Background: an optimization exercise with open tools, aiming at small area. Do not read the settings as production practice. The RTL was checked by simulation tests, not by an equivalence proof against the original design. Power is estimated from default activity; no workload was simulated.

east:
Design mix_core, start of the top module:
module mix_core (
    input  wire        clk,
    input  wire        rst,
    output wire        mem_req,
    output wire        mem_we,
    output wire [11:0] mem_addr,
    output wire [30:0] mem_wdata,
    input  wire        mem_ack,
    input  wire [30:0] mem_rdata,
    output wire        halted,
    output wire [2:0]  fault_kind,
    output wire [13:0] fault_operand,
    output reg  [11:0] pc,
    output reg         ov,
    output wire [30:0] rA,
    output wire [30:0] rX,
    output wire [12:0] rI1,
    output wire [12:0] rI2,
    output wire [12:0] rI3,
    output wire [12:0] rI4,
    output wire [12:0] rI5,
    output wire [12:0] rI6
);
export LEC_CHECK = 0
export ABC_AREA = 1
export CAP_MARGIN = 5
export CORE_MARGIN = 2
export CORE_UTILIZATION = 55
export PLACE_DENSITY = 0.7
export SLEW_MARGIN = 5
create_clock -name core_clock -period 10.0 [get_ports {clk}]
standard.sh (not shown) runs the stock make flow with config.mk's settings and CLKGATE_MAP_FILE= SYNTH_SCRIPT=/design/flow/synth_recipe.tcl, a recipe that flattens the netlist after the stock synthesis.
==> flow/flow/run.sh <==
#!/bin/bash
# Standard layout, with three changes: the combinational logic of the
# standard synthesis re-mapped by ABC with an area script (registers kept
# as the standard synthesis made them; eight seeds, the smallest kept), the
# smallest buffer on the ports, and a clock tree of small buffers.
set -euo pipefail
export BUFFER_PORTS_ARGS="-buffer_cell sky130_fd_sc_hd__buf_1"
export CTS_ARGS="-sink_clustering_enable -repair_clock_nets -dont_use_dummy_load -buf_list sky130_fd_sc_hd__clkbuf_4 -root_buf sky130_fd_sc_hd__clkbuf_8 -sink_clustering_buffer sky130_fd_sc_hd__clkbuf_4 -sink_clustering_size 9 -sink_clustering_max_diameter 45"
YOSYS=${YOSYS_EXE:-$(command -v yosys || echo "$FLOW_HOME/../tools/install/yosys/bin/yosys")}
R=orfs/results/$FLOW_PLATFORM/mix_core/base

bash standard.sh synth > standard_synth.log 2>&1
cp "$R/1_2_yosys.v" standard.v
cp "$FLOW_HOME/platforms/$FLOW_PLATFORM/lib/sky130_fd_sc_hd__tt_025C_1v80.lib" lib.lib
# two batches of four, so that each run gets a CPU of its own
for batch in "0 1 2 3" "4 5 6 7"; do
  for s in $batch; do
    sed "s/SEED/$s/" flow/remap.abc > remap_$s.abc
    sed "s#flow/remap.abc#remap_$s.abc#; s#remapped.v#remapped_$s.v#" flow/remap.ys > remap_$s.ys
    "$YOSYS" -s remap_$s.ys > remap_$s.log 2>&1 &
  done
  wait
done
# a re-mapped netlist much smaller than the standard one would mean lost logic
std=$(grep "Chip area" orfs/reports/$FLOW_PLATFORM/mix_core/base/synth_stat.txt | tail -1 | awk '{print $NF}')
best=""; besta=""
for s in 0 1 2 3 4 5 6 7; do
  a=$( (grep "Chip area" remap_$s.log || true) | tail -1 | awk '{print $NF}')
  echo "seed $s area $a" >> remap_pick.log
  if [[ -n "$a" ]] && awk "BEGIN{exit !($a > 0.8 * $std)}" && { [[ -z "$besta" ]] || awk "BEGIN{exit !($a < $besta)}"; }; then best=$s; besta=$a; fi
done
echo "picked seed $best area $besta" >> remap_pick.log
rm -f lib.lib
[[ -n "$best" ]] || { echo "no usable re-mapped netlist" >> remap_pick.log; exit 1; }
cp remapped_$best.v "$R/1_2_yosys.v"
bash standard.sh finish > standard_finish.log 2>&1
Other scripts of this flow, unchanged in this note and not shown: flow/flow/remap.abc, flow/flow/remap.ys
> inputs changed (east -> west)
--- a/flow/design.v
+++ b/flow/design.v
@@ -27,19 +27,17 @@
     localparam [4:0] S_INC   = 5'b00011;   
     localparam [4:0] S_EA    = 5'b00100;   
     localparam [4:0] S_READ  = 5'b00101;   
     localparam [4:0] S_EXEC  = 5'b00110;   
     localparam [4:0] S_NEG   = 5'b00111;   
     localparam [4:0] S_WRITE = 5'b01000;   
     localparam [4:0] S_FOP2  = 5'b10010;   
-    localparam [4:0] S_FOP3  = 5'b10011;   
-    localparam [4:0] S_FOP4  = 5'b10100;   
-    localparam [4:0] S_FOP3K = 5'b10111;   
+    localparam [4:0] S_FOP3  = 5'b10011;
+    localparam [4:0] S_FOP4  = 5'b10100;
     localparam [4:0] S_HALT1 = 5'b11001;   
-    localparam [4:0] S_HALT3 = 5'b11011;
     reg [4:0]  st;
     reg [2:0]  bj;      
     reg [3:0]  byc;     
     reg [29:0] a_m;  reg a_s;
     reg [29:0] x_m;  reg x_s;
     reg [11:0] i1_m, i2_m, i3_m, i4_m, i5_m, i6_m;
     reg        i1_s, i2_s, i3_s, i4_s, i5_s, i6_s;
@@ -103,14 +101,15 @@
     wire st_zero = c[5];
     wire [2:0] dsel = c[2:0] & {3{~is_ar}};
     wire half    = (dsel != 3'd0) & (dsel != 3'd7);
     wire st_half = is_st & ((half & ~st_zero) | (c == 6'd32));
     wire [2:0] fs = lz ? 3'd1 : fl;
     wire [2:0] fk = (lz & (fr == 3'd0)) ? 3'd0 : (fr - fs + 3'd1);
     wire k_big    = fk[2] | (fk[1] & fk[0]);
+    wire f_bad_ir = (fr[2] & fr[1]) | (fl > fr);
     reg lt_d, lt_e, lt_dw;
     always @(*) begin
         case (fr)
             3'd0: begin lt_d = lt5; lt_dw = half ? lt7 : lt10; end
             3'd1: begin lt_d = lt4; lt_dw = half ? lt6 : lt9;  end
             3'd2: begin lt_d = lt3; lt_dw = half ? lt5 : lt8;  end
             3'd3: begin lt_d = lt2; lt_dw = half ? lt4 : lt7;  end
@@ -170,17 +169,17 @@
     wire en_i4  = s_clear | (ie_en & (idx == 3'd4));
     wire en_i5  = s_clear | (ie_en & (idx == 3'd5));
     wire en_i6  = s_clear | (ie_en & (idx == 3'd6));
     wire ld_sign = lz & (mem_rdata[30] ^ is_ldn);
     wire ad_sign = (diff & ~f_c) ? sb : ((f_a | (f_c & ~diff)) ? sa : 1'b0);
     wire kbit = (p0 & fk[0]) | (p1 & fk[1]) | (p2 & fk[2]);
     wire fop_b = lt1 &
-                 (~st[1] ? wb_m[0] :
-                  st[2] ? kbit :
-                  st[0] ? wb_m[6] : wb_m[12]);
+                 ((st[2:0] == 3'd2) ? wb_m[12] :
+                  st[2] ? wb_m[0] :
+                  f_bad_ir ? wb_m[6] : kbit);
     wire r_ibad = (mem_rdata[17:15] != 3'd0) | (&mem_rdata[14:12]);
     wire r_fbad = (mem_rdata[8] & mem_rdata[7]) | (mem_rdata[11:9] > mem_rdata[8:6]);
     wire ex5      = s_exec & lt5;
     wire wb_en_hi = s_ea ? lt2 : (ex5 | s_fop);
     wire wb_en_lo = ex5 | s_fop;
     wire wb_in    = s_ea ? wb_m[18] :
                     ((s_exec & is_st & ~lt_d & lt_e) ? (~st_zero & src_b) : wb_m[0]);
@@ -189,24 +188,23 @@
     always @(*) begin
         st_n = st;
         case (st)
             S_CLEAR: if (end60) st_n = S_COPY;
             S_COPY:  if (end14) st_n = S_FETCH;
             S_FETCH: if (fo_bad) st_n = S_HALT1;
                      else if (mem_ack) st_n = r_ibad ? S_FOP2 : (r_fbad ? S_FOP3 : S_INC);
-            S_INC:   if (end14) st_n = ~known ? S_FOP4 : ((st_half & k_big) ? S_FOP3K : S_EA);
+            S_INC:   if (end14) st_n = ~known ? S_FOP4 : ((st_half & k_big) ? S_FOP3 : S_EA);
             S_EA:    if (end14) st_n = S_READ;
             S_READ:  if (fo_bad) st_n = S_HALT1;
                      else if (mem_ack) st_n = S_EXEC;
             S_EXEC:  if (end60) st_n = is_st ? S_WRITE :
                                       ((is_ar & diff & ~f_c) ? S_NEG : S_COPY);
             S_NEG:   if (end60) st_n = S_COPY;
             S_WRITE: if (mem_ack) st_n = S_COPY;
             S_FOP2, S_FOP3, S_FOP4: if (end14) st_n = st | 5'b01000;
-            S_FOP3K: if (end14) st_n = S_HALT3;
             default: st_n = st;
         endcase
     end
     wire chg = mem_ack | (end14 & (s_copy | s_inc | s_fop | s_ea)) |
                (end60 & (s_clear | s_exec | s_neg));
     always @(posedge clk) begin
         if (rst) begin
Results
Number of vias in the routed layout (west over east): increase, 139
First-pass GRT wire length is higher on west
Taking east over west, the routed length on met3 ratio works out to 1.3.
Instance count after placement with tap cells included was lower in the run labelled east.
west against east: count of inverters other than clock inverters in the layout increased 2, maximum number of pins on one net before global-route repair decreased 2.9%, total power climbed about 3.3%.
Higher fill cell total of the finished layout among west and east: east
The final reports for west and east show detailed-route wire length higher in the former.
Cell leakage power shrinks slightly when moving from east to west.
Between west and east, the horizontal die dimension figures differ only marginally.
west: no failed stages, no open violations at the end

## separate check: timing with driven ports
The flow's constraints put no driver on any port. The routed layouts listed below were extracted and timed again, unchanged, in two steps. Step 1, drivers: a clkbuf_16 drives clk and a buf_2 each remaining input, both assumed. Step 2 adds t to the input delays and takes it off the output delays; t is the mean of the earliest and latest rising clock arrival at the registers after step 1. Input paths then give back, and output paths get back, about the clock's delay inside the block. a / b / c = ideal / step 1 / step 2; a / b = the first two.
| run | t, ns | setup slack, ns | cell pins on the clock port's net |
|---|---|---|---|
| east | 0.557 | 5.246 / 5.268 / 4.711 | 1 |
| west | 0.552 | 4.982 / 4.940 / 4.988 | 1 |
After both steps every run listed still meets setup and hold. The setup slack of east, which loses most, moves by +0.022 ns with the drivers and by -0.535 ns with both steps.
